This is an optimization exercise on Yosys and OpenROAD, whose aim is small area, a short achievable clock period and few clock cycles per item, not a production implementation. Where RTL was checked, it was by simulation tests only, not by an equivalence proof against the original. The RTL of runs 1 to 3 was laid out without a check of its function. Power figures rest on the tool's default switching activity, not on a simulated workload.

<file path="design/flow/design.v">
module qrle (
    input  wire        clk,
    input  wire        rst,
    input  wire        in_valid,
    output wire        in_ready,
    input  wire [31:0] in_x,
    input  wire [31:0] in_delta,
    input  wire        in_last,
    output wire        out_valid,
    input  wire        out_ready,
    output wire [7:0]  out_data,
    output wire        out_last
);
    localparam ST_IDLE = 2'd0;
    localparam ST_DIV  = 2'd1;
    localparam ST_FIN  = 2'd2;
    localparam ST_SHL  = 2'd3;
    localparam EM_NONE = 2'd0;
    localparam EM_RUN  = 2'd1;
    localparam EM_LIT  = 2'd2;
    reg [1:0]  st;
    reg        rdy;           
    reg [24:0] rem;           
    reg [23:0] dvs;           
    reg [9:0]  k;             
    reg [7:0]  kd;            
    reg        first, fnan, fsat;
    reg [4:0]  j;             
    reg        seen;          
    reg        sgn;           
    reg        lastr;         
    reg        em2;           
    reg        lastb;         
    reg        g;             
    reg        e23;           
    reg        finf;          
    reg [31:0] acc;           
    reg        zacc, zlast;   
    reg [15:0] run;           
    reg        run_p, lit_p;  
    reg        run_last, lit_last;
    reg        lit_older;     
    reg [1:0]  em;            
    reg [2:0]  nb;            
    reg        ov, ol;
    reg [7:0]  od;
    assign out_valid = ov;
    assign out_data  = od;
    assign out_last  = ol;
    assign in_ready  = rdy;
    wire idle   = (st == ST_IDLE);
    wire accept = in_valid & rdy;
    wire [7:0]  ex = in_x[30:23];
    wire [7:0]  ed = in_delta[30:23];
    wire        x_zero = (in_x[30:0] == 31'd0);
    wire        x_e255 = &ex;
    wire        x_man  = |in_x[22:0];
    wire        d_zero = (in_delta[30:0] == 31'd0);
    wire        d_e255 = &ed;
    wire        in_nan = (x_e255 & x_man) | d_e255;    
    wire        in_sat = x_e255 | d_zero;
    wire [31:0] pa = {6'd0, 1'b0, rem, 1'b1};           
    wire [31:0] pb = {6'd0, 2'b11, ~dvs, 1'b1};
    wire [31:0] gg0 = pa & pb;
    wire [31:0] pp0 = pa ^ pb;
    wire [31:0] gu [0:5];
    wire [31:0] pu [0:5];
    assign gu[0] = gg0;
    assign pu[0] = pp0;
    genvar gl, gi;
    generate
        for (gl = 0; gl < 5; gl = gl + 1) begin : up
            for (gi = 0; gi < 32; gi = gi + 1) begin : nd
                if ((gi % (2 << gl)) == ((2 << gl) - 1)) begin : c
                    assign gu[gl+1][gi] = gu[gl][gi] | (pu[gl][gi] & gu[gl][gi - (1 << gl)]);
                    assign pu[gl+1][gi] = pu[gl][gi] & pu[gl][gi - (1 << gl)];
                end else begin : w
                    assign gu[gl+1][gi] = gu[gl][gi];
                    assign pu[gl+1][gi] = pu[gl][gi];
                end
            end
        end
    endgenerate
    wire [31:0] gd [0:4];
    wire [31:0] pd [0:4];
    assign gd[4] = gu[5];
    assign pd[4] = pu[5];
    generate
        for (gl = 3; gl >= 0; gl = gl - 1) begin : dn
            for (gi = 0; gi < 32; gi = gi + 1) begin : nd
                if ((gi >= (3 << gl) - 1) && ((gi - ((3 << gl) - 1)) % (2 << gl) == 0)) begin : c
                    assign gd[gl][gi] = gd[gl+1][gi] | (pd[gl+1][gi] & gd[gl+1][gi - (1 << gl)]);
                    assign pd[gl][gi] = pd[gl+1][gi] & pd[gl+1][gi - (1 << gl)];
                end else begin : w
                    assign gd[gl][gi] = gd[gl+1][gi];
                    assign pd[gl][gi] = pd[gl+1][gi];
                end
            end
        end
    endgenerate
    wire [25:0] trial = pp0[26:1] ^ gd[0][25:0];
    wire        b     = ~trial[25];
    wire [24:0] rsel  = b ? trial[24:0] : rem;
    wire        knorm = ~dvs[23];
    wire [9:0] kdiff = fnan ? -10'sd300 : fsat ? 10'd300 : (k - {2'b00, kd});
    wire [9:0] kc    = first ? kdiff : k;
    wire k_neg  = kc[9];
    wire k_ge31 = ~kc[9] & (|kc[8:5] | (&kc[4:0]));
    wire k_m1   = (kc == 10'h3FF);
    wire k_m2   = (kc == 10'h3FE);
    wire k_le_m2 = k_neg & ~k_m1;
    wire k_z    = (kc == 10'd0);
    wire j_23   = (j == 5'd23);
    wire j_24   = (j == 5'd24);
    wire [31:0] satv = sgn ? 32'h80000000 : 32'h7FFFFFFF;
    wire        stk   = |rem;
    wire        rbit  = g & (stk | lastb);
    wire        rinc  = finf | rbit;
    wire        fin_f = (st == ST_FIN) & e23 & rinc & ~finf;
    wire [31:0] acc_p1 = {acc[31:1], acc[0] | fin_f} + 32'd1;
    wire run_c1 = (run[15:7] == 9'd0) & (run[6:0] <= 7'd100);
    wire run_c2 = (run[15:8] == 8'd0);
    wire [2:0] run_cnt = run_c1 ? 3'd1 : run_c2 ? 3'd2 : 3'd3;
    wire a_s8  = (acc[31:8]  == {24{acc[31]}});       
    wire a_s16 = (acc[31:15] == {17{acc[31]}});
    wire a_s7  = (acc[31:7]  == {25{acc[31]}});       
    wire lit_c1 = a_s7 & (acc[31] ? (acc[6:0] > 7'd53) : (acc[6:0] < 7'd75));
    wire lit_c3 = a_s8 & acc[31] & (acc[7:0] != 8'd0) & ~lit_c1;    
    wire lit_c2 = a_s8 & ~acc[31] & ~lit_c1;                        
    wire lit_c4 = a_s16;
    wire [2:0] lit_cnt = lit_c1 ? 3'd1 : (lit_c2 | lit_c3) ? 3'd2 : lit_c4 ? 3'd3 : 3'd5;
    wire adv = ~ov | out_ready;
    wire em_idle   = (em == EM_NONE);
    wire start_lit = em_idle & lit_p & (lit_older | ~run_p);
    wire start_run = em_idle & run_p & ~(lit_p & lit_older);
    wire [1:0] cur_t = ~em_idle ? em : start_lit ? EM_LIT : start_run ? EM_RUN : EM_NONE;
    wire [2:0] cur_n = ~em_idle ? nb : start_lit ? lit_cnt : run_cnt;
    wire [7:0] lo8  = (lit_c1 | lit_c3) ? ((lit_c3 ? ~acc[7:0] : acc[7:0]) + (lit_c3 ? 8'd1 : 8'd180)) : acc[7:0];
    reg  [7:0] byte_n;
    always @(*) begin
        if (cur_t == EM_RUN) begin
            case (cur_n)
                3'd1:    byte_n = run[7:0];
                3'd2:    byte_n = run_c2 ? 8'd101 : run[15:8];
                default: byte_n = 8'd102;
            endcase
        end else begin
            case (cur_n)
                3'd1:    byte_n = lo8;
                3'd2:    byte_n = (lit_c2 | lit_c3) ? (lit_c2 ? 8'd103 : 8'd104) : acc[15:8];
                3'd3:    byte_n = lit_c4 ? 8'd105 : acc[23:16];
                3'd4:    byte_n = acc[31:24];
                default: byte_n = 8'd255;
            endcase
        end
    end
    wire load = adv & (cur_t != EM_NONE);
    wire run_done_now = load & (cur_t == EM_RUN) & (cur_n == 3'd1);
    wire stall = lit_p | (em == EM_LIT);
    wire step  = (st == ST_DIV) & ~stall & ~knorm;
    wire l1_sat  = k_ge31;
    wire l1_one  = k_m1;                          
    wire l1_zero = k_le_m2 & ~k_m2;               
    wire l1_done = l1_sat | l1_one | l1_zero;
    wire l0_zero = k_le_m2;                       
    wire s_int   = ~j_24 & ~k_neg;                
    wire s_fin1  = ~j_24 & (k_m1 | (k_le_m2 & j_23 & em2));    
    wire s_fin0  = ~j_24 & k_le_m2 & ~em2;        
    wire s_zero0 = ~j_24 & k_le_m2 & em2 & ~j_23;
    wire s_e23   = ~j_24 & k_z & j_23;            
    wire s_tofin1 = j_24 | s_e23;
    wire s_tofin0 = j_24;
    wire d_zero_ev = step & (seen ? (~b & s_zero0) : (b ? l1_zero : l0_zero));
    wire d_fin     = step & (seen ? (b ? s_fin1 : s_fin0) : (b & l1_one));
    wire d_post_run = step & (~seen & b & ~k_m2 & ~l1_zero | seen & b & s_fin1 & em2);
    wire d_post_lit = step & (seen ? (b ? s_fin1 : s_fin0) : (b & (l1_sat | l1_one)));
    wire d_tofin   = step & seen & (b ? s_tofin1 : s_tofin0);
    wire f_zero  = (st == ST_FIN) & em2 & ~rbit;
    wire f_shl   = ~k_neg | (k_m1 & ~finf);
    wire f_post_lit = (st == ST_FIN) & ~f_zero & ~f_shl;
    wire s_done  = (acc[31] ^ acc[30]) | k_m1;
    wire h_post_lit = (st == ST_SHL) & s_done;
    wire post_lit = d_post_lit | f_post_lit | h_post_lit;
    wire post_run = d_post_run | ((st == ST_FIN) & ~f_zero & em2);
    wire div_zero = d_zero_ev | f_zero;
    reg [1:0] st_n;
    always @(*) begin
        st_n = st;
        case (st)
            ST_IDLE: if (accept & ~x_zero) st_n = ST_DIV;
            ST_DIV:  begin
                if (d_zero_ev | d_fin | (step & ~seen & b & l1_sat)) st_n = ST_IDLE;
                else if (d_tofin) st_n = ST_FIN;
            end
            ST_FIN:  st_n = (f_zero | f_post_lit) ? ST_IDLE : ST_SHL;
            default: if (s_done) st_n = ST_IDLE;
        endcase
    end
    wire run_post = zacc ? (zlast | (run == 16'hFFFE)) : (post_run & (run != 16'd0));
    reg  run_p_n, lit_p_n;
    reg  [1:0] em_n;
    always @(*) begin
        run_p_n = run_p;
        lit_p_n = lit_p;
        em_n    = em;
        if (adv) begin
            if (cur_t != EM_NONE) em_n = (cur_n == 3'd1) ? EM_NONE : cur_t;
            if (start_lit) lit_p_n = 1'b0;
            if (start_run) run_p_n = 1'b0;
        end
        if (run_post) run_p_n = 1'b1;
        if (post_lit) lit_p_n = 1'b1;
    end
    wire chunk_next = zacc ? (run == 16'hFFFD) : (run == 16'hFFFE);
    wire rdy_n = (st_n == ST_IDLE) & ~run_p_n & (em_n != EM_RUN) &
                 ~(accept & (in_last | chunk_next)) & ~(div_zero & (lastr | chunk_next));
    wire [15:0] run_inc = run + 16'd1;
    always @(posedge clk) begin
        if (rst) begin
            st <= ST_IDLE;
            rdy <= 1'b0;
            run <= 16'd0;
            run_p <= 1'b0; lit_p <= 1'b0; lit_older <= 1'b0;
            em <= EM_NONE; ov <= 1'b0;
            zacc <= 1'b0;
        end else begin
            st  <= st_n;
            rdy <= rdy_n;
            run_p <= run_p_n;
            lit_p <= lit_p_n;
            em <= em_n;
            zacc <= (accept & x_zero) | div_zero;
            if (run_post) lit_older <= zacc & lit_p & ~(start_lit & adv);
            if (adv) ov <= (cur_t != EM_NONE);
            if (adv & run_done_now) run <= 16'd0;
            else if (zacc) run <= run_inc;
        end
    end
    wire [31:0] acc_init = l1_sat ? satv : k_m1 ? {{31{sgn}}, 1'b1} : k_neg ? {32{sgn}} : {{31{sgn}}, ~sgn};
    wire [31:0] acc_b1 = ~seen ? acc_init :
                         s_fin1 ? (sgn ? acc : acc_p1) :
                         s_int  ? {acc[30:0], ~sgn} : acc;
    wire [31:0] acc_b0 = ~seen ? acc :
                         s_fin0 ? (sgn ? acc_p1 : acc) :
                         s_int  ? {acc[30:0], sgn} : acc;
    always @(posedge clk) begin
        case (st)
            ST_IDLE: begin
                rem   <= {1'b0, |ex, in_x[22:0]};
                dvs   <= d_zero ? 24'h800000 : {|ed, in_delta[22:0]};
                k     <= {2'b00, ex[7:1], ex[0] | ~|ex};
                kd    <= {ed[7:1], ed[0] | ~|ed};
                fnan  <= in_nan;
                fsat  <= in_sat;
                first <= 1'b1;
                sgn   <= in_x[31] ^ in_delta[31];
                lastr <= in_last;
                zlast <= in_last;
                seen  <= 1'b0;
            end
            ST_DIV: begin
                if (~stall) begin
                    first <= 1'b0;
                    if (knorm) begin
                        dvs <= {dvs[22:0], 1'b0};
                        k   <= kc + 10'd1;
                    end else begin
                        rem <= {rsel[23:0], 1'b0};
                        k   <= kc - 10'd1;
                        acc <= b ? acc_b1 : acc_b0;
                        zlast <= lastr;
                        if (~seen) begin
                            seen  <= b;
                            j     <= 5'd1;
                            em2   <= k_m2;
                            lastb <= 1'b1;
                            finf  <= 1'b0;
                        end else begin
                            j <= j + 5'd1;
                            if (~j_24) lastb <= b;
                            if (j_24) begin
                                g   <= b;
                                e23 <= k_m1;
                            end
                            if (s_e23 & b) begin
                                finf <= 1'b1;
                                e23  <= 1'b1;
                            end
                        end
                    end
                end
            end
            ST_FIN: begin
                acc <= (rinc ^ sgn) ? acc_p1 : {acc[31:1], acc[0] & ~fin_f};
                zlast <= lastr;
            end
            default: begin  
                if (acc[31] ^ acc[30]) acc <= satv;
                else begin
                    acc <= {acc[30:0], 1'b0};
                    k   <= k - 10'd1;
                end
            end
        endcase
        if (run_post) run_last <= zacc & zlast;
        if (post_lit) lit_last <= lastr;
        if (adv & (cur_t != EM_NONE)) begin
            od <= byte_n;
            ol <= (cur_n == 3'd1) & ((cur_t == EM_RUN) ? run_last : lit_last);
            nb <= cur_n - 3'd1;
        end
    end
endmodule
</file>
<file path="design/flow/run.sh">
#!/bin/bash
# synth_recipe.tcl (not shown) runs the flow's synth.tcl, then flattens the netlist and writes it again
# the make line also repeats each setting of config.mk as NAME=value (left out here)
make -C /OpenROAD-flow-scripts/flow DESIGN_CONFIG=/design/flow/config.mk WORK_HOME=/design/flow/orfs CLKGATE_MAP_FILE= SYNTH_SCRIPT=/design/flow/synth_recipe.tcl finish
</file>
<file path="design/flow/config.mk">
export PLATFORM = sky130hd
export DESIGN_NAME = qrle
export DESIGN_NICKNAME = qrle
export VERILOG_FILES = /design/flow/design.v
export SDC_FILE = /design/flow/constraint.sdc
export NUM_CORES = 4
export LEC_CHECK = 0
export CAP_MARGIN = 20
export CORE_MARGIN = 2
export CORE_UTILIZATION = 40
export SLEW_MARGIN = 20
</file>
<file path="design/flow/constraint.sdc">
create_clock -name core_clock -period 16.0 [get_ports {clk}]
set_input_delay 3.2000 -clock core_clock [delete_from_list [all_inputs] [get_ports {clk}]]
set_output_delay 3.2000 -clock core_clock [all_outputs]
set_load 0.01 [all_outputs]
</file>
==> impl_metrics.yaml, run 1 <==
routing:
  drtAntennaViolNets: 0
  drt-pass1-iter-count: 6
  post-route-drc-count: 0
  drt_iter0_drc: 969
  vias: 11480
  routed_wirelength_mm: 36.17
  wl_per_cell_um: 18.90
  avgViaCountPerCell: 5.997
grt:
  grt_remaining_overflow: 0
  met1_usage: 0.2957
  grt_max_degree: 70
  antenna_found_initial: 0
  grt_pass1_wl_mm: 58.65
  met2_usage: 0.3735
  grt_use_met3: 0.02808
  groute.usage.overall: 0.2212
  grt_pass1_vias: 11090
  globalRoute.busiestLayer: "met2"
critical_path:
  path_class: "in2reg"
  rrSetupSlack_ns: 10.67
  crit_cells: 11
  cpPeakStageDelay_ns: 0.50
  path_max_fanout: 3
  rr_startpoint: "acc[31]$_DFFE_PP_"
  crit_path_end_kind: "register"
  crit_family: "simple AND/OR/NAND/NOR gates"
  rr_endpoint: "od[3]$_DFFE_PP_"
  crit_top_cell: "nor4_1"
  rr_worst_depth: 16
  crit_slowest_cell: "nor3_1"
  worstPathCellList: "clkdlybuf4s50_1, nor4_1, nand2_1, nor3_1, o21ai_0, nand2b_1, o32ai_1, a211oi_1, o221ai_1, a21oi_1, nor4_1"
  cp_data_required_time_ns: 16.37
  setup.worst_path.start_class: "input port"
  worstPathBufferInverterCount: 1
  crit_arrival_ns: 5.88
logic_synthesis:
  netlist.top_cell.by_area: "edfxtp_1"
  yosys_most_used_dff: "edfxtp_1"
  async_flop_share: 0
  yosysWarnings: 1
  syn_area_per_cell_um2: 8.600
  ys_seq_area_frac: 0.3512
  synth.area.top_cells: "edfxtp_1, ha_1, a21oi_1"
  syn_inst: 1465
  syn-num-nets: 1611
  synth.most_common_cell: "nor2_1"
  synth.distinct_cells: 86
  synth_edf_count: 130
  ys_ff_latch: 156
  synth_top_cell_area_share: 0.3099
  synth_commonest_cells: "nor2_1, a21oi_1, edfxtp_1"
  syn_area_mm2: 0.01260
timing:
  period_needed_ns: 5.511
  timing.fmax_ghz: 0.1815
  slew_viol_final: 0
  finalCritPeriodShare: 0.3444
  rsz0062_at_grt: "false"
  finalSetupViolations: 0
  tightest_slew_ns: 0.9544
  report.final.hold_viol_count: 0
  finClkSkew_ns: 0.01431
  tns_ns: 0
  relSlewSlack: 0.3595
placed_design:
  port_buffers: 79
  dp_hpwl_mm: 26.86
  placed_area_mm2: 0.01371
  place_congestion: 0.8929
final_layout:
  fillCellCount: 2971
  fin_nets: 1651
  flow.area_growth_from_synthesis_pct: 13.41
  final_cell_area_mm2: 0.01429
  drive_gt1_frac: 0.06588
  register_area_mm2: 0.004424
  multi_input_area_mm2: 0.007511
  antennaDiodeCount: 0
  post-route-util: 0.4634
clocking:
  clk_latency_ns: 0.46
  hold_buffers: 0
  htreeDepth: 4
  clock_sinks: 156
  path_clk_slew_ns: 0.07
  numCtsBuffers: 17
  post-cts-setup-buffers: 0
  cts_tree: "built"
  ctsResizeCount: 0
  cts-root-buf: "clkbuf_16"
  cts_max_path_buffers: 2
min_path:
  hold_path_startpoint: "lit_older$_SDFFE_PP0P_"
  holdCritPathClass: "reg2reg"
  min_to: "lit_older$_SDFFE_PP0P_"
  hold_depth: 2
floorplan:
  start_util: 0.4086
  rows: 64
  die_x_um: 181.5
  dieArea_mm2: 0.03293
  core_mm2: 0.03083
  ios: 80
  die_h_um: 181.5
power_and_ir_drop:
  finalPower_mw: 1.106
  ir_drop_mv: 0.07843
  p_leak_nw: 5.329
  powerDensity_mw_per_mm2: 77.40
outcome:
  status: "no timing/DRC/antenna violations"
job:
  maxCapViolCount: 0
worst max path at each step:
stage                               from  slack [ns]           endpoint
after floorplan           k[0]$_DFFE_PP_        9.97  acc[10]$_DFFE_PP_
after detailed placement        in_x[27]       10.03     rdy$_SDFF_PP0_
after global routing            in_x[19]       10.21     rdy$_SDFF_PP0_
after CTS                       in_x[24]       10.51     rdy$_SDFF_PP0_
final                           in_x[27]       10.49     rdy$_SDFF_PP0_
after global placement          in_x[30]       10.11     rdy$_SDFF_PP0_
registers in the layout (all words and copies together) (netlist names), 2 cells and up:
register,flops
acc,32
rem,25
dvs,24
run,16
k,10
kd,8
od,8
j,5
nb,3
em,2
st,2
worst register-to-register path, stage by stage, from the launching register on:
cell and delay [ns]:
edfxtp_1 0.72, or4_1 0.64, o22ai_1 0.17, o2111a_1 0.50, nand4_2 0.27, nand2b_1 0.49
nand2_1 0.30, a21oi_1 0.16, inv_1 0.15, ha_1 0.15, nor2b_1 0.55, a21oi_1 0.08
a31oi_1 0.19, buf_4 0.18, o2111ai_1 0.15, nor3_1 0.28, nor3_1 0.09
per-layer routing:
layer / routed length [µm] / up-vias
met5: 0 / -
met4: 748 / 0
met3: 1731 / 56
met2: 17300 / 382
met1: 16390 / 5501
li1: - / 5540
cells in the final DEF (no fill, tap or decap), types with 26 or more instances in the layout:
| cell type | synthesis | routed |
|---|---|---|
| nor4_1 | 31 | 31 |
| nor2_1 | 157 | 157 |
| o21ai_0 | 76 | 76 |
| edfxtp_1 | 130 | 130 |
| clkdlybuf4s50_1 | 0 | 79 |
| nand4_1 | 39 | 39 |
| xor2_1 | 37 | 37 |
| inv_1 | 100 | 100 |
| dfxtp_1 | 26 | 26 |
| xnor2_1 | 49 | 49 |
| nand2_1 | 119 | 119 |
| ha_1 | 64 | 63 |
| nand3_1 | 44 | 44 |
| a21oi_1 | 131 | 130 |
| nor3_1 | 36 | 36 |
logic make-up after synthesis:
| kind of cell | Yosys count | synth area share |
|---|---|---|
| simple gates | 542 | 0.2145 |
| compound gates | 414 | 0.2220 |
| buf+inv | 174 | 0.05492 |
| flops | 156 | 0.3512 |
| xor+xnor | 86 | 0.05979 |
| fa+ha+maj | 77 | 0.08422 |
| mux | 16 | 0.01341 |
per-stage QoR:
step	worst slack, ns	instances	hold WS, ns
after CTS	10.51	1914	0.4894
after detailed placement	10.03	1882	0.4759
after floorplan	9.968	1465	0.4449
final	10.49	1914	0.4930
after global placement	10.11	1882	0.4686
after global routing	10.21	1914	0.5050
power by group:
group / leakage [nW] / total (mW) / internal [mW] / switching [mW]
Combinational: 3.54 / 0.229 / 0.0946 / 0.135
Sequential: 1.50 / 0.469 / 0.453 / 0.0159
Clock: 0.287 / 0.408 / 0.220 / 0.188
Total: 5.33 / 1.11 / 0.768 / 0.338
cell type report:
class / count / share of cell area
clock buffer: 20 / 0.03345
clock inverter: 12 / 0.007006
inverter: 102 / 0.02680
multi-input combinational: 1135 / 0.5257
sequential: 156 / 0.3097
tap: 396 / 0.03468
timing repair buffer: 93 / 0.06270
==> inputs of run 2 (changes only) <==
--- a/design/flow/design.v
+++ b/design/flow/design.v
@@ -102,5 +102,5 @@
     wire        b     = ~trial[25];
     wire [24:0] rsel  = b ? trial[24:0] : rem;
-    wire        knorm = ~dvs[23];
+    wire        knorm = ~dvs[23] & ~fsat;    
     wire [9:0] kdiff = fnan ? -10'sd300 : fsat ? 10'd300 : (k - {2'b00, kd});
     wire [9:0] kc    = first ? kdiff : k;
@@ -213,6 +213,6 @@
     end
     wire chunk_next = zacc ? (run == 16'hFFFD) : (run == 16'hFFFE);
-    wire rdy_n = (st_n == ST_IDLE) & ~run_p_n & (em_n != EM_RUN) &
-                 ~(accept & (in_last | chunk_next)) & ~(div_zero & (lastr | chunk_next));
+    wire rdy_n = accept ? (x_zero & ~in_last & ~chunk_next)
+                        : ((st_n == ST_IDLE) & ~run_p_n & (em_n != EM_RUN) & ~(div_zero & (lastr | chunk_next)));
     wire [15:0] run_inc = run + 16'd1;
     always @(posedge clk) begin
@@ -248,5 +248,5 @@
             ST_IDLE: begin
                 rem   <= {1'b0, |ex, in_x[22:0]};
-                dvs   <= d_zero ? 24'h800000 : {|ed, in_delta[22:0]};
+                dvs   <= {|ed, in_delta[22:0]};
                 k     <= {2'b00, ex[7:1], ex[0] | ~|ex};
                 kd    <= {ed[7:1], ed[0] | ~|ed};
--- a/design/flow/config.mk
+++ b/design/flow/config.mk
@@ -9,3 +9,4 @@
 export CORE_MARGIN = 2
 export CORE_UTILIZATION = 40
+export CTS_BUF_LIST = sky130_fd_sc_hd__clkbuf_8
 export SLEW_MARGIN = 20
==> run 2 against run 1 <==
Still clean; via count fell by 2.5%; wire length fell by 3.8%; hold slack improved by 0.017 ns; critical path type unchanged.
==> impl_metrics.yaml, run 2 <==
outcome:
  status: "no timing/DRC/antenna violations"
routing:
  vias: 11190
  post-route-drc-count: 0
  avgViaCountPerCell: 5.947
  wl_per_cell_um: 18.50
  top_layer: "met4"
  drt_iter0_drc: 1054
  routed_wirelength_mm: 34.80
  dr_wl_met2_mm: 16.18
  drtAntennaViolNets: 0
  drt-pass1-iter-count: 5
  dr_wl_met3_mm: 2.013
  wl_met1_mm: 16.08
placed_design:
  dp_slack_ns: 9.816
  place_inst: 1849
  port_buffers: 79
  dp_hpwl_mm: 25.46
  place_congestion: 0.8775
logic_synthesis:
  synth.distinct_cells: 93
  syn_area_per_cell_um2: 8.737
  synth_commonest_cells: "nor2_1, edfxtp_1, a21oi_1"
  syn_area_mm2: 0.01259
  synth.area.top_cells: "edfxtp_1, ha_1, a21oi_1"
  yosys_most_used_dff: "edfxtp_1"
  ys_ff_latch: 156
  netlist.top_cell.by_area: "edfxtp_1"
  synth_top_cell_area_share: 0.3101
  ys_seq_area_frac: 0.3514
  syn_inst: 1441
  syn-num-nets: 1587
  async_flop_share: 0
  synth_edf_count: 130
  yosysWarnings: 1
  synth.most_common_cell: "nor2_1"
critical_path:
  worstSetupEndpoint: "rdy$_SDFF_PP0_"
  rr_worst_depth: 15
  setup.worst_path.start_class: "input port"
  cpPeakStageDelay_ns: 0.66
  rr_endpoint: "acc[19]$_DFFE_PP_"
  rrSetupSlack_ns: 10.71
  crit_arrival_ns: 6.05
  path_max_fanout: 3
  critPathLaunch: "in_x[28]"
  worstPathCellList: "clkdlybuf4s50_1, or4_1, nor4_1, nor2_1, o21ai_0, nand2_1, or3b_2, a31o_1, o31ai_2"
  rr_startpoint: "k[0]$_DFFE_PP_"
  crit_path_end_kind: "register"
  cp_data_required_time_ns: 16.39
  path_class: "in2reg"
  crit_slowest_cell: "or4_1"
timing:
  relSlewSlack: 0.3980
  period_needed_ns: 5.659
  slew_viol_final: 0
  finalSetupViolations: 0
  finalCritPeriodShare: 0.3537
  timing.fmax_ghz: 0.1767
  tns_ns: 0
  report.final.hold_viol_count: 0
  setup_ws_ns: 10.34
  hold_slack_ns: 0.5101
  rsz0062_at_grt: "false"
  tightest_slew_ns: 0.9030
  finClkSkew_ns: 0.01757
floorplan:
  rows: 64
  start_util: 0.4084
  dieArea_mm2: 0.03291
  die_x_um: 181.4
  core_mm2: 0.03083
  die_h_um: 181.4
  ios: 80
final_layout:
  antennaDiodeCount: 0
  flow.area_growth_from_synthesis_pct: 11.69
  largest_reg_flops: 32
  drive_gt1_frac: 0.07744
  final_common_cell: "nor2_1"
  largest-register: "acc"
  final_cell_mix: "nor2_1, edfxtp_1, a21oi_1, nand2_1, inv_1"
  final_cells: 1881
  fin_nets: 1618
  reg_top3: "acc x32, rem x25, dvs x24"
grt:
  antenna_found_initial: 0
  grt_pass1_vias: 10670
  grt_pass1_wl_mm: 56.47
  grt_remaining_overflow: 0
  grt_max_degree: 80
  groute.usage.overall: 0.2126
clocking:
  clk_latency_ns: 0.48
  hold_buffers: 0
  numCtsBuffers: 17
  path_clk_slew_ns: 0.08
  cts_max_path_buffers: 2
  post-cts-setup-buffers: 0
  ctsResizeCount: 0
  htreeDepth: 4
  clock_sinks: 156
  cts_tree: "built"
  cts-root-buf: "clkbuf_8"
power_and_ir_drop:
  ir_drop_mv: 0.05480
  internal-power_mw: 0.7804
  finalPower_mw: 1.145
  p_switching_mw: 0.3649
  switching_share: 0.3186
  power_frac_clock: 0.293
  p_leak_nw: 5.192
  powerDensity_mw_per_mm2: 81.45
  seqPwrFrac: 0.427
  p_comb_frac: 0.280
min_path:
  holdCritPathClass: "reg2reg"
  hold_path_startpoint: "lastr$_DFFE_PP_"
job:
  maxCapViolCount: 0
-- run 2: cell types whose count changed after synthesis, moves of 10 or more --
cell	change
o21ai_0	-10
o21a_1	+13
a22o_1	-21
mux2_2	+18
inv_1	-15
-- run 2: cells by family after synthesis --
kind of cell | count (synthesis) | share of synthesized area
AND/OR/NAND/NOR | 524 | 0.2075
AO/OA/AOI/OAI | 395 | 0.2096
buffers and inverters | 163 | 0.05307
flip-flops | 156 | 0.3514
XOR/XNOR | 86 | 0.05983
adder cells (fa/ha/maj) | 77 | 0.08428
multiplexers | 40 | 0.03429
-- run 2: worst min path at each step --
stage	end	slack, ns	depth (start not counted)
finish	lit_last$_DFFE_PP_	0.51	0
floorplan	lit_last$_DFFE_PP_	0.44	0
CTS	lit_last$_DFFE_PP_	0.51	0
global route	lit_last$_DFFE_PP_	0.53	0
global placement	lit_last$_DFFE_PP_	0.48	0
detailed placement	lit_last$_DFFE_PP_	0.48	0
-- run 2: layout make-up --
cell class                      instances  area, µm²
Multi-Input combinational cell       1122       7526
Clock inverter                         15      193.9
Inverter                               87      329.1
Timing Repair Buffer                   88      858.3
Tap cell                              396      495.5
Fill cell                            2967      16770
Sequential cell                       156       4424
Clock buffer                           17      234.0
-- run 2: per-layer routing --
metal | global-route usage | vias to the layer above
met5 | 0 | -
met4 | 0.05138 | 0
met3 | 0.03309 | 40
met2 | 0.3451 | 357
met1 | 0.2975 | 5423
li1 | - | 5367
-- run 2: power by group through the flow --
stage | Combinational, mW | Clock (mW) | Sequential, mW
3_5_place_dp | 0.317 | 0 | 0.498
3_3_place_gp | 0.312 | 0 | 0.498
5_1_grt | 0.359 | 0.358 | 0.492
6_report | 0.321 | 0.336 | 0.489
4_1_cts | 0.320 | 0.342 | 0.489
2_1_floorplan | 0.240 | 0 | 0.486
-- run 2: worst max-delay path, delay by kind of cell --
kind                   cells  cell delay, ns
buffers and inverters      1            0.46
and+or+nand+nor            5            1.82
AOI/OAI and AO/OA          3            0.57
-- run 2: metrics by stage --
stage                 util  instance area (µm²)
finish              0.4561                14060
global route        0.4561                14060
CTS                 0.4560                14060
detailed placement  0.4421                13630
global placement    0.4421                13630
floorplan                -                12590
==> inputs of run 3 (changes only) <==
==> design/flow/flow/run.sh (new file) <==
#!/bin/bash
# The standard layout (standard.sh), with plain buffers on the ports in place
# of the delay cells that buffer_ports picks by default.  The make output goes
# to flow_make.log; each ORFS step keeps its own log under orfs/logs/.
set -euo pipefail
export BUFFER_PORTS_ARGS="-buffer_cell sky130_fd_sc_hd__buf_2"
bash standard.sh > flow_make.log 2>&1
==> design/flow/standard.sh (new file) <==
#!/bin/bash
# synth_recipe.tcl (not shown) runs the flow's synth.tcl, then flattens the netlist and writes it again
# the make line also repeats each setting of config.mk as NAME=value (left out here)
make -C /OpenROAD-flow-scripts/flow DESIGN_CONFIG=/design/flow/config.mk WORK_HOME=/design/flow/orfs CLKGATE_MAP_FILE= SYNTH_SCRIPT=/design/flow/synth_recipe.tcl "${@:-finish}"
--- a/design/flow/config.mk
+++ b/design/flow/config.mk
@@ -9,4 +9,3 @@
 export CORE_MARGIN = 2
 export CORE_UTILIZATION = 40
-export CTS_BUF_LIST = sky130_fd_sc_hd__clkbuf_8
 export SLEW_MARGIN = 20
removed: design/flow/run.sh
==> run 3 against run 2 <==
Still clean; global-route usage is 0.19 points lower; clock power grew 22%; maximum frequency grew 4.6%; power grew 5.6%; clock skew decreased by 0.0057 ns; critical endpoint unchanged; largest power group unchanged.
==> impl_metrics.yaml, run 3 <==
timing:
  period_needed_ns: 5.412
  tightest_slew_ns: 0.9835
  finalSetupViolations: 0
  report.final.hold_viol_count: 0
  finalCritPeriodShare: 0.3383
  timing.fmax_ghz: 0.1848
  relSlewSlack: 0.3444
  rsz0062_at_grt: "false"
  slew_viol_final: 0
  finClkSkew_ns: 0.01186
  tns_ns: 0
logic_synthesis:
  syn-num-nets: 1587
  synth_compound_area_frac: 0.2096
  syn_inst: 1441
  yosysWarnings: 1
  synth.most_common_cell: "nor2_1"
  syn_area_mm2: 0.01259
  syn_area_per_cell_um2: 8.737
  async_flop_share: 0
  ys_ff_latch: 156
  synth_top_cell_area_share: 0.3101
  synth_simple_gate_area_frac: 0.2075
  synth.area.top_cells: "edfxtp_1, ha_1, a21oi_1"
  yosys_most_used_dff: "edfxtp_1"
  synth-xor-area-share: 0.05983
  synth_edf_count: 130
  synth.distinct_cells: 93
  synthMuxAreaShare: 0.03429
  synth_fa_ha_area_frac: 0.08428
  synth_commonest_cells: "nor2_1, edfxtp_1, a21oi_1"
  ys_seq_area_frac: 0.3514
  synth_top_family_by_area: "compound AO/OA/AOI/OAI gates"
  netlist.top_cell.by_area: "edfxtp_1"
floorplan:
  die_x_um: 181.4
  rows: 64
  start_util: 0.4084
  die_h_um: 181.4
  core_mm2: 0.03083
  dieArea_mm2: 0.03291
  ios: 80
final_layout:
  reg_top3: "acc x32, rem x25, dvs x24"
  antennaDiodeCount: 0
  register_area_mm2: 0.004424
  fin_nets: 1619
  drive_gt1_frac: 0.1339
  fillCellCount: 2989
  largest_reg_flops: 32
  final_cell_mix: "nor2_1, edfxtp_1, a21oi_1, nand2_1, inv_1"
  flow.area_growth_from_synthesis_pct: 9.780
  final_cells: 1882
  multi_input_area_mm2: 0.007522
  final_common_cell: "nor2_1"
  largest-register: "acc"
routing:
  wl_per_cell_um: 18.28
  drt-pass1-iter-count: 6
  drtAntennaViolNets: 0
  post-route-drc-count: 0
  vias: 11030
  drt_iter0_drc: 928
  avgViaCountPerCell: 5.862
  routed_wirelength_mm: 34.41
critical_path:
  path_max_fanout: 3
  path_class: "in2reg"
  crit_arrival_ns: 5.76
  critPathLaunch: "in_x[27]"
  crit_path_end_kind: "register"
  crit_slowest_cell: "or4_1"
  crit_cells: 9
  setup.worst_path.start_class: "input port"
  cp_data_required_time_ns: 16.35
  rr_endpoint: "acc[19]$_DFFE_PP_"
  worstPathBufferInverterCount: 1
  rr_worst_depth: 15
  worstSetupEndpoint: "rdy$_SDFF_PP0_"
  crit_family: "simple AND/OR/NAND/NOR gates"
  cpPeakStageDelay_ns: 0.66
  rr_startpoint: "k[0]$_DFFE_PP_"
  rrSetupSlack_ns: 10.73
  worstPathCellList: "buf_2, or4_1, nor4_1, nor2_1, o21ai_0, nand2_1, or3b_2, a31o_1, o31ai_2"
grt:
  grt_pass1_wl_mm: 56.13
  grt_remaining_overflow: 0
  groute.usage.overall: 0.2107
  grt_max_degree: 87
  grt_pass1_vias: 10390
  antenna_found_initial: 0
clocking:
  cts-root-buf: "clkbuf_16"
  hold_buffers: 0
  clock_sinks: 156
  post-cts-setup-buffers: 0
  numCtsBuffers: 17
  ctsResizeCount: 0
  path_clk_slew_ns: 0.06
  htreeDepth: 4
  cts_tree: "built"
  clk_latency_ns: 0.43
  cts_max_path_buffers: 2
job:
  maxCapViolCount: 0
outcome:
  status: "no timing/DRC/antenna violations"
power_and_ir_drop:
  powerDensity_mw_per_mm2: 87.51
  ir_drop_mv: 0.04869
  p_leak_nw: 5.257
placed_design:
  dp_hpwl_mm: 25.23
  port_buffers: 79
  place_congestion: 0.8731
  place_inst: 1849
min_path:
  holdCritPathClass: "reg2reg"
[run 3: report_power, final]
group          switching (mW)  leakage (nW)  total [mW]  internal [mW]
sequential             0.0248          1.50       0.489          0.465
combinational           0.186          3.46       0.312          0.126
clock                   0.173         0.297       0.409          0.235
[run 3: cell families (layout without fill, tap and decap cells)]
group,count (synthesis),count (layout)
AND/OR/NAND/NOR,524,524
flip-flops,156,156
buffers and inverters,163,208
XOR/XNOR,86,86
AO/OA/AOI/OAI,395,395
adder cells (fa/ha/maj),77,77
multiplexers,40,40
[run 3: area by class of cell]
| class | instances | share of cell area |
|---|---|---|
| Multi-Input combinational cell | 1122 | 0.5443 |
| Sequential cell | 156 | 0.3201 |
| Tap cell | 396 | 0.03585 |
| Clock buffer | 21 | 0.03567 |
| Timing Repair Buffer | 89 | 0.03404 |
| Inverter | 87 | 0.02381 |
| Clock inverter | 11 | 0.006247 |
[run 3: per-layer routing]
metal / GRT usage / vias up / wire (µm)
met5: 0 / - / 0
met4: 0.05691 / 0 / 567
met3: 0.02487 / 39 / 1752
met2: 0.3378 / 345 / 15950
met1: 0.3011 / 5284 / 16140
li1: - / 5364 / -
[run 3: how the worst min path moves through the flow]
stage / from / end / slack [ns] / depth (start not counted)
global route: lastr$_DFFE_PP_ / lit_last$_DFFE_PP_ / 0.52 / 0
global placement: lastr$_DFFE_PP_ / lit_last$_DFFE_PP_ / 0.48 / 0
finish: lastr$_DFFE_PP_ / lit_last$_DFFE_PP_ / 0.50 / 0
detailed placement: lastr$_DFFE_PP_ / lit_last$_DFFE_PP_ / 0.49 / 0
CTS: lastr$_DFFE_PP_ / lit_last$_DFFE_PP_ / 0.50 / 0
floorplan: lastr$_DFFE_PP_ / lit_last$_DFFE_PP_ / 0.44 / 0
[run 3: worst register-to-register path, stage by stage (launching register included)]
cell      delay [ns]
edfxtp_1        0.46
inv_1           0.13
ha_1            0.24
fa_1            0.45
nor4b_2         0.26
a22o_1          0.20
nor4b_1         0.26
o211ai_1        0.16
and4b_1         0.45
a21oi_2         0.16
nor2_1          0.68
o22ai_2         0.47
o21ai_0         0.20
a31o_2          0.20
a21boi_2        0.15
buf_4           0.40
[run 3: stage by stage]
stage | cell area (µm²) | hold slack [ns] | utilization | power [mW] | worst slack, ns
CTS | 13810 | 0.5022 | 0.4481 | 1.213 | 10.59
floorplan | 12590 | 0.4447 | - | 0.7259 | 9.998
detailed placement | 13230 | 0.4893 | 0.4293 | 0.8055 | 10.12
finish | 13820 | 0.4998 | 0.4483 | 1.209 | 10.59
global placement | 13230 | 0.4761 | 0.4293 | 0.8007 | 10.22
global route | 13820 | 0.5206 | 0.4483 | 1.270 | 10.27
==> inputs of run 4 (changes only) <==
--- a/design/flow/design.v
+++ b/design/flow/design.v
@@ -36,5 +36,5 @@
     reg        finf;          
     reg [31:0] acc;           
-    reg        zacc, zlast;   
+    reg        zacc;          
     reg [15:0] run;           
     reg        run_p, lit_p;  
@@ -136,20 +136,18 @@
     wire [1:0] cur_t = ~em_idle ? em : start_lit ? EM_LIT : start_run ? EM_RUN : EM_NONE;
     wire [2:0] cur_n = ~em_idle ? nb : start_lit ? lit_cnt : run_cnt;
-    wire [7:0] lo8  = (lit_c1 | lit_c3) ? ((lit_c3 ? ~acc[7:0] : acc[7:0]) + (lit_c3 ? 8'd1 : 8'd180)) : acc[7:0];
+    wire [7:0] lit_first = lit_c1 ? (acc[7:0] + 8'd180) :
+                           lit_c2 ? 8'd103 : lit_c3 ? 8'd104 : lit_c4 ? 8'd105 : 8'd255;
+    wire [7:0] run_first = run_c1 ? run[7:0] : run_c2 ? 8'd101 : 8'd102;
+    reg        lneg;          
     reg  [7:0] byte_n;
     always @(*) begin
-        if (cur_t == EM_RUN) begin
-            case (cur_n)
-                3'd1:    byte_n = run[7:0];
-                3'd2:    byte_n = run_c2 ? 8'd101 : run[15:8];
-                default: byte_n = 8'd102;
-            endcase
-        end else begin
-            case (cur_n)
-                3'd1:    byte_n = lo8;
-                3'd2:    byte_n = (lit_c2 | lit_c3) ? (lit_c2 ? 8'd103 : 8'd104) : acc[15:8];
-                3'd3:    byte_n = lit_c4 ? 8'd105 : acc[23:16];
-                3'd4:    byte_n = acc[31:24];
-                default: byte_n = 8'd255;
+        if (em_idle) byte_n = start_lit ? lit_first : run_first;
+        else if (em == EM_RUN) byte_n = (nb == 3'd1) ? run[7:0] : run[15:8];
+        else begin
+            case (nb)
+                3'd1:    byte_n = lneg ? (~acc[7:0] + 8'd1) : acc[7:0];
+                3'd2:    byte_n = acc[15:8];
+                3'd3:    byte_n = acc[23:16];
+                default: byte_n = acc[31:24];
             endcase
         end
@@ -197,5 +195,5 @@
         endcase
     end
-    wire run_post = zacc ? (zlast | (run == 16'hFFFE)) : (post_run & (run != 16'd0));
+    wire run_post = zacc ? (lastr | (run == 16'hFFFE)) : (post_run & (run != 16'd0));
     reg  run_p_n, lit_p_n;
     reg  [1:0] em_n;
@@ -256,5 +254,4 @@
                 sgn   <= in_x[31] ^ in_delta[31];
                 lastr <= in_last;
-                zlast <= in_last;
                 seen  <= 1'b0;
             end
@@ -269,5 +266,4 @@
                         k   <= kc - 10'd1;
                         acc <= b ? acc_b1 : acc_b0;
-                        zlast <= lastr;
                         if (~seen) begin
                             seen  <= b;
@@ -293,5 +289,4 @@
             ST_FIN: begin
                 acc <= (rinc ^ sgn) ? acc_p1 : {acc[31:1], acc[0] & ~fin_f};
-                zlast <= lastr;
             end
             default: begin  
@@ -303,6 +298,7 @@
             end
         endcase
-        if (run_post) run_last <= zacc & zlast;
+        if (run_post) run_last <= zacc & lastr;
         if (post_lit) lit_last <= lastr;
+        if (adv & start_lit) lneg <= lit_c3;
         if (adv & (cur_t != EM_NONE)) begin
             od <= byte_n;
--- a/design/flow/config.mk
+++ b/design/flow/config.mk
@@ -9,3 +9,4 @@
 export CORE_MARGIN = 2
 export CORE_UTILIZATION = 40
+export CTS_BUF_LIST = sky130_fd_sc_hd__clkbuf_8
 export SLEW_MARGIN = 20
==> run 4 against run 3 <==
Clock power decreased by 21%; largest power group is now combinational logic; maximum frequency rose by 2.3%; sequential cell count is the same; non-clock buffer count grew 5; sequential share of layout area rose by 0.49 points; first-iteration DRC count rose by 15%; area after synthesis decreased by 0.78%; wire length up 2.3%; final cell count down 0.16%; synthesized cell count hardly changed; setup slack better by 0.12 ns.
==> impl_metrics.yaml, run 4 <==
logic_synthesis:
  synth.area.top_cells: "edfxtp_1, a21oi_1, ha_1"
  synth_commonest_cells: "nor2_1, a21oi_1, edfxtp_1"
  yosysWarnings: 1
  yosys_most_used_dff: "edfxtp_1"
  synth_top_cell_area_share: 0.3125
  synth_edf_count: 130
  netlist.top_cell.by_area: "edfxtp_1"
  synth.most_common_cell: "nor2_1"
  ys_seq_area_frac: 0.3542
  async_flop_share: 0
  ys_ff_latch: 156
  syn_area_mm2: 0.01249
  syn-num-nets: 1582
  synth.distinct_cells: 88
  syn_inst: 1440
  syn_area_per_cell_um2: 8.675
final_layout:
  register_area_mm2: 0.004424
  final_common_cell: "nor2_1"
  final_cell_mix: "nor2_1, a21oi_1, edfxtp_1, nand2_1, inv_1"
  largest-register: "acc"
  fillCellCount: 3039
  antennaDiodeCount: 0
  largest_reg_flops: 32
  drive_gt1_frac: 0.1241
  reg_top3: "acc x32, rem x25, dvs x24"
  final_cells: 1879
  multi_input_area_mm2: 0.007427
  flow.area_growth_from_synthesis_pct: 8.975
  fin_nets: 1612
  final_cell_area_mm2: 0.01361
placed_design:
  place_congestion: 0.8749
  place_inst: 1847
  dp_hpwl_mm: 25.52
  placed_area_mm2: 0.01320
  port_buffers: 79
floorplan:
  die_x_um: 180.7
  rows: 64
  die_h_um: 180.7
  core_mm2: 0.03067
  ios: 80
  start_util: 0.4073
  dieArea_mm2: 0.03266
power_and_ir_drop:
  p_leak_nw: 5.231
  ir_drop_mv: 0.07225
  finalPower_mw: 1.763
  powerDensity_mw_per_mm2: 129.5
routing:
  vias: 11160
  drtAntennaViolNets: 0
  routed_wirelength_mm: 35.22
  post-route-drc-count: 0
  drt_iter0_drc: 1063
  avgViaCountPerCell: 5.941
  wl_per_cell_um: 18.74
  drt-pass1-iter-count: 5
timing:
  timing.fmax_ghz: 0.1890
  slew_viol_final: 0
  tns_ns: 0
  finalSetupViolations: 0
  period_needed_ns: 5.292
  tightest_slew_ns: 1.022
  finalCritPeriodShare: 0.3308
  rsz0062_at_grt: "false"
  finClkSkew_ns: 0.02428
  report.final.hold_viol_count: 0
  relSlewSlack: 0.3190
min_path:
  min_to: "lit_older$_SDFFE_PP0P_"
  holdCritPathClass: "reg2reg"
  hold_path_startpoint: "lit_older$_SDFFE_PP0P_"
  hold_depth: 2
job:
  maxCapViolCount: 0
critical_path:
  worstPathCellList: "buf_2, nor4_1, nand4_1, nor4_1, nand3b_1, inv_1, nand2_1, a21oi_1, o22ai_1, a41o_1"
  cpPeakStageDelay_ns: 0.69
  path_class: "in2reg"
  setup.worst_path.start_class: "input port"
  path_max_fanout: 2
  crit_arrival_ns: 5.72
  rr_startpoint: "k[0]$_DFFE_PP_"
  cp_data_required_time_ns: 16.43
  crit_slowest_cell: "nor4_1"
  rr_endpoint: "acc[11]$_DFFE_PP_"
  rrSetupSlack_ns: 11.25
  crit_path_end_kind: "register"
  crit_top_cell: "nor4_1"
  rr_worst_depth: 14
grt:
  groute.usage.overall: 0.2149
  grt_max_degree: 87
  grt_remaining_overflow: 0
  antenna_found_initial: 0
  grt_pass1_wl_mm: 56.61
  grt_pass1_vias: 10410
clocking:
  hold_buffers: 0
  cts-root-buf: "clkbuf_8"
  cts_tree: "built"
  htreeDepth: 4
  numCtsBuffers: 17
  cts_max_path_buffers: 2
  post-cts-setup-buffers: 0
  path_clk_slew_ns: 0.09
  ctsResizeCount: 0
  clk_latency_ns: 0.50
  clock_sinks: 156
outcome:
  status: "no timing/DRC/antenna violations"
run 4: cell count changes in the layout (fill, tap and decap cells not counted), moves of 9 or more:
cell       previous run  this run
a21oi_1             128       152
nand2_1             123       103
clkbuf_16            19         0
clkbuf_8              1        17
mux2i_1              15        31
o221ai_1              6        22
xnor2_1              40        52
and3_1                8        19
inv_1                85        95
nand3_1              35        45
o21a_1               20        10
and2_1               16         7
run 4: how the worst max path moves through the flow:
stage	to	startpoint	slack, ns
2_1_floorplan	rdy$_SDFF_PP0_	in_x[27]	11.25
3_3_place_gp	rdy$_SDFF_PP0_	in_x[17]	10.22
3_5_place_dp	rdy$_SDFF_PP0_	in_x[17]	10.17
4_1_cts	rdy$_SDFF_PP0_	in_x[17]	10.70
5_1_grt	rdy$_SDFF_PP0_	in_x[17]	10.51
6_report	rdy$_SDFF_PP0_	in_x[17]	10.71
run 4: cell type report:
| type | count | area share |
|---|---|---|
| repair buffers | 94 | 0.03732 |
| multi-input cells | 1108 | 0.5456 |
| inverters | 93 | 0.02564 |
| clock inverters | 15 | 0.01287 |
| clock buffers | 17 | 0.01719 |
| well taps | 396 | 0.03640 |
| flip-flops and latches | 156 | 0.3250 |
run 4: logic make-up (layout without fill, tap and decap cells):
logic type,count (synthesis),count (layout),synth area share
compound gates,406,406,0.2115
xor+xnor,92,92,0.06450
fa+ha+maj,73,73,0.08093
buf+inv,176,219,0.05509
flops,156,156,0.3542
mux,55,55,0.04738
simple gates,482,482,0.1864
run 4: routing by layer:
metal  vias up  part of all wire  track usage
met1      5333              0.46       0.3063
met2       424              0.46       0.3352
met5         -                 0            0
met4         0             0.018      0.06419
li1       5364                 -            -
met3        43             0.063      0.03427
run 4: critical path, delay by kind of cell:
family,cells,cell delay (ns)
AND/OR/NAND/NOR,5,1.88
AO/OA/AOI/OAI,3,0.46
buffers and inverters,2,0.18
run 4: where the power goes:
group / total (mW) / switching, mW / internal (mW)
registers: 0.599 / 0.0768 / 0.522
clock network: 0.323 / 0.168 / 0.155
logic: 0.842 / 0.509 / 0.332
run 4: through the flow:
| stage | utilization | setup WS (ns) | hold WS [ns] |
|---|---|---|---|
| floorplan | - | 11.25 | 0.4568 |
| finish | 0.4439 | 10.71 | 0.5065 |
| global placement | 0.4304 | 10.22 | 0.4859 |
| global route | 0.4439 | 10.51 | 0.5541 |
| detailed placement | 0.4305 | 10.17 | 0.4914 |
| CTS | 0.4439 | 10.70 | 0.5077 |
Testbench counts of run 4, summed over its fixed seeds: cycles 23,128, samples 7,072.
==> inputs of run 5 (changes only) <==
==> design/flow/run.sh (new file) <==
#!/bin/bash
# synth_recipe.tcl (not shown) runs the flow's synth.tcl, then flattens the netlist and writes it again
# the make line also repeats each setting of config.mk as NAME=value (left out here)
make -C /OpenROAD-flow-scripts/flow DESIGN_CONFIG=/design/flow/config.mk WORK_HOME=/design/flow/orfs CLKGATE_MAP_FILE= SYNTH_SCRIPT=/design/flow/synth_recipe.tcl finish
removed: design/flow/flow/run.sh
removed: design/flow/standard.sh
==> run 5 against run 4 <==
Cell area is 2.5% higher; setup slack got worse by 0.51 ns; critical path depth fell by 2.
==> impl_metrics.yaml, run 5 <==
outcome:
  status: "no timing/DRC/antenna violations"
final_layout:
  largest_reg_flops: 32
  drive_gt1_frac: 0.06883
  post-route-util: 0.4549
  flow.area_growth_from_synthesis_pct: 11.69
  final_cell_mix: "nor2_1, a21oi_1, edfxtp_1, nand2_1, inv_1"
  reg_top3: "acc x32, rem x25, dvs x24"
  final_cell_area_mm2: 0.01395
  fin_nets: 1611
  fillCellCount: 3045
  largest-register: "acc"
  antennaDiodeCount: 0
  final_common_cell: "nor2_1"
logic_synthesis:
  yosysWarnings: 1
  syn-num-nets: 1582
  synth_top_cell_area_share: 0.3125
  synth.most_common_cell: "nor2_1"
  synth.distinct_cells: 88
  syn_area_per_cell_um2: 8.675
  syn_inst: 1440
  synth_edf_count: 130
  netlist.top_cell.by_area: "edfxtp_1"
  syn_area_mm2: 0.01249
  synth.area.top_cells: "edfxtp_1, a21oi_1, ha_1"
  ys_seq_area_frac: 0.3542
  synth_commonest_cells: "nor2_1, a21oi_1, edfxtp_1"
  ys_ff_latch: 156
  async_flop_share: 0
  yosys_most_used_dff: "edfxtp_1"
routing:
  drt_iter0_drc: 1230
  wl_per_cell_um: 19.07
  routed_wirelength_mm: 35.81
  vias: 11210
  drtAntennaViolNets: 0
  drt-pass1-iter-count: 5
  post-route-drc-count: 0
  avgViaCountPerCell: 5.971
timing:
  tns_ns: 0
  rsz0062_at_grt: "false"
  finalSetupViolations: 0
  period_needed_ns: 5.798
  finClkSkew_ns: 0.02381
  relSlewSlack: 0.3617
  report.final.hold_viol_count: 0
  timing.fmax_ghz: 0.1725
  tightest_slew_ns: 0.9474
  finalCritPeriodShare: 0.3624
  slew_viol_final: 0
critical_path:
  crit_slowest_cell: "nor4_1"
  path_max_fanout: 2
  cpPeakStageDelay_ns: 0.77
  path_class: "in2reg"
  crit_path_end_kind: "register"
  worstPathBufferInverterCount: 1
  worstPathCellList: "clkdlybuf4s50_1, nor4_1, nand4_1, nor4_1, nand3b_1, a311o_1, o22ai_1, a41o_1"
  crit_arrival_ns: 6.18
  setup.worst_path.start_class: "input port"
  crit_top_cell: "nor4_1"
  crit_family: "simple AND/OR/NAND/NOR gates"
  cp_data_required_time_ns: 16.39
clocking:
  clk_latency_ns: 0.50
  cts_max_path_buffers: 2
  ctsResizeCount: 0
  hold_buffers: 0
  post-cts-setup-buffers: 0
  htreeDepth: 4
  cts_tree: "built"
  cts-root-buf: "clkbuf_8"
  clock_sinks: 156
  numCtsBuffers: 17
  path_clk_slew_ns: 0.09
floorplan:
  rows: 64
  dieArea_mm2: 0.03266
  core_mm2: 0.03067
  die_h_um: 180.7
  ios: 80
  start_util: 0.4073
  die_x_um: 180.7
power_and_ir_drop:
  finalPower_mw: 1.754
  ir_drop_mv: 0.07972
  p_leak_nw: 5.215
  p_switching_mw: 0.7603
  seqPwrFrac: 0.341
  power_frac_clock: 0.168
  powerDensity_mw_per_mm2: 125.7
  p_comb_frac: 0.490
  internal-power_mw: 0.9937
  switching_share: 0.4335
grt:
  grt_pass1_wl_mm: 57.44
  grt_pass1_vias: 10580
  groute.usage.overall: 0.2188
  grt_max_degree: 65
  antenna_found_initial: 0
  grt_remaining_overflow: 0
placed_design:
  place_congestion: 0.8869
  dp_hpwl_mm: 26.14
  placed_area_mm2: 0.01359
  port_buffers: 79
min_path:
  holdCritPathClass: "reg2reg"
job:
  maxCapViolCount: 0
## run 5: cell types whose count changed in the layout (fill, tap and decap cells not counted), sizes merged
cell           before  now
buf                94   14
clkdlybuf4s50       0   79
clkinv              7    3
bufinv              3    1
inv                97  101
clkbuf             17   19
## run 5: cells by family (layout without fill, tap and decap cells)
group	Yosys count	in the layout	synth area share
XOR/XNOR	92	92	0.06450
buffers and inverters	176	218	0.05509
AND/OR/NAND/NOR	482	482	0.1864
multiplexers	55	55	0.04738
AO/OA/AOI/OAI	406	406	0.2115
adder cells (fa/ha/maj)	73	73	0.08093
flip-flops	156	156	0.3542
## run 5: worst min-delay path: cells and delay by family (launching register included)
| kind | cells | cell delay [ns] |
|---|---|---|
| AO/OA/AOI/OAI | 1 | 0.05 |
| flip-flops | 1 | 0.34 |
| AND/OR/NAND/NOR | 1 | 0.07 |
## run 5: area by class of cell
| class | instances | area [µm²] | share of cell area |
|---|---|---|---|
| Clock buffer | 19 | 261.5 | 0.01874 |
| Tap cell | 396 | 495.5 | 0.03551 |
| Timing Repair Buffer | 93 | 895.9 | 0.06421 |
| Multi-Input combinational cell | 1108 | 7425 | 0.5322 |
| Sequential cell | 156 | 4424 | 0.3171 |
| Clock inverter | 13 | 101.3 | 0.007264 |
| Inverter | 93 | 349.1 | 0.02502 |
## run 5: per-layer routing
metal / GRT usage / vias up / wire length, µm / share of wire
met3: 0.03165 / 47 / 2015 / 0.056
met5: 0 / - / 0 / 0
met4: 0.07419 / 0 / 661 / 0.018
met2: 0.3411 / 383 / 16450 / 0.46
met1: 0.3107 / 5432 / 16680 / 0.47
li1: - / 5352 / - / -
## run 5: power by group through the flow
stage | sequential (mW) | clock, mW | combinational (mW)
floorplan | 0.566 | 0 | 0.661
global placement | 0.606 | 0 | 0.835
detailed placement | 0.608 | 0 | 0.847
CTS | 0.598 | 0.302 | 0.854
global route | 0.609 | 0.316 | 0.957
finish | 0.599 | 0.296 | 0.860
## run 5: path summary, 6_finish.rpt
kind	to	start	cells after the start	slack [ns]
setup / recovery	rdy$_SDFF_PP0_	in_x[17]	8	10.20
hold / removal	lit_older$_SDFFE_PP0P_	lit_older$_SDFFE_PP0P_	2	0.51
setup reg to reg	acc[9]$_DFFE_PP_	k[0]$_DFFE_PP_	13	10.88
hold reg to reg	lit_older$_SDFFE_PP0P_	lit_older$_SDFFE_PP0P_	2	0.51
## run 5: per-stage QoR
step                hold slack (ns)  setup WS (ns)  std cells
finish                       0.5080          10.20       1878
global route                 0.5455          10.05       1878
CTS                          0.5122          10.30       1878
detailed placement           0.4971          9.756       1846
global placement             0.4861          9.832       1846
floorplan                    0.4568          11.25       1440

[static timing again, ports no longer ideal]
How much do the figures lean on ideal ports? The routed layouts below were timed once more, with nothing changed but the port constraints. Step 1, drivers: a clkbuf_16 drives clk and a buf_2 each remaining input, both assumed. Step 2, shift: input delay + t, output delay - t, t = (earliest + latest rising clock arrival at the registers) / 2. This alone moves slack from input paths to output paths. Slacks: ideal ports / drivers / drivers and shift; pairs: ideal ports / drivers.
| run | shift t [ns] | setup slack, ns | hold WS [ns] | worst setup path after step 2 | clock arrival spread, ns |
|---|---|---|---|---|---|
| run 1 | 0.499 | 10.489 / 10.517 / 10.018 | 0.493 / 0.493 / 0.493 | input to register | 0.014 / 0.014 |
| run 2 | 0.519 | 10.341 / 10.364 / 9.845 | 0.510 / 0.510 / 0.510 | input to register | 0.017 / 0.018 |
| run 3 | 0.473 | 10.588 / 10.612 / 10.139 | 0.500 / 0.500 / 0.500 | input to register | 0.012 / 0.012 |
| run 4 | 0.532 | 10.708 / 10.735 / 10.203 | 0.506 / 0.506 / 0.506 | input to register | 0.024 / 0.024 |
| run 5 | 0.535 | 10.202 / 10.226 / 9.691 | 0.508 / 0.508 / 0.508 | input to register | 0.023 / 0.024 |
After both steps every run listed still meets setup and hold. The setup slack of run 5, which loses most, moves by +0.024 ns with the drivers and by -0.511 ns with both steps.
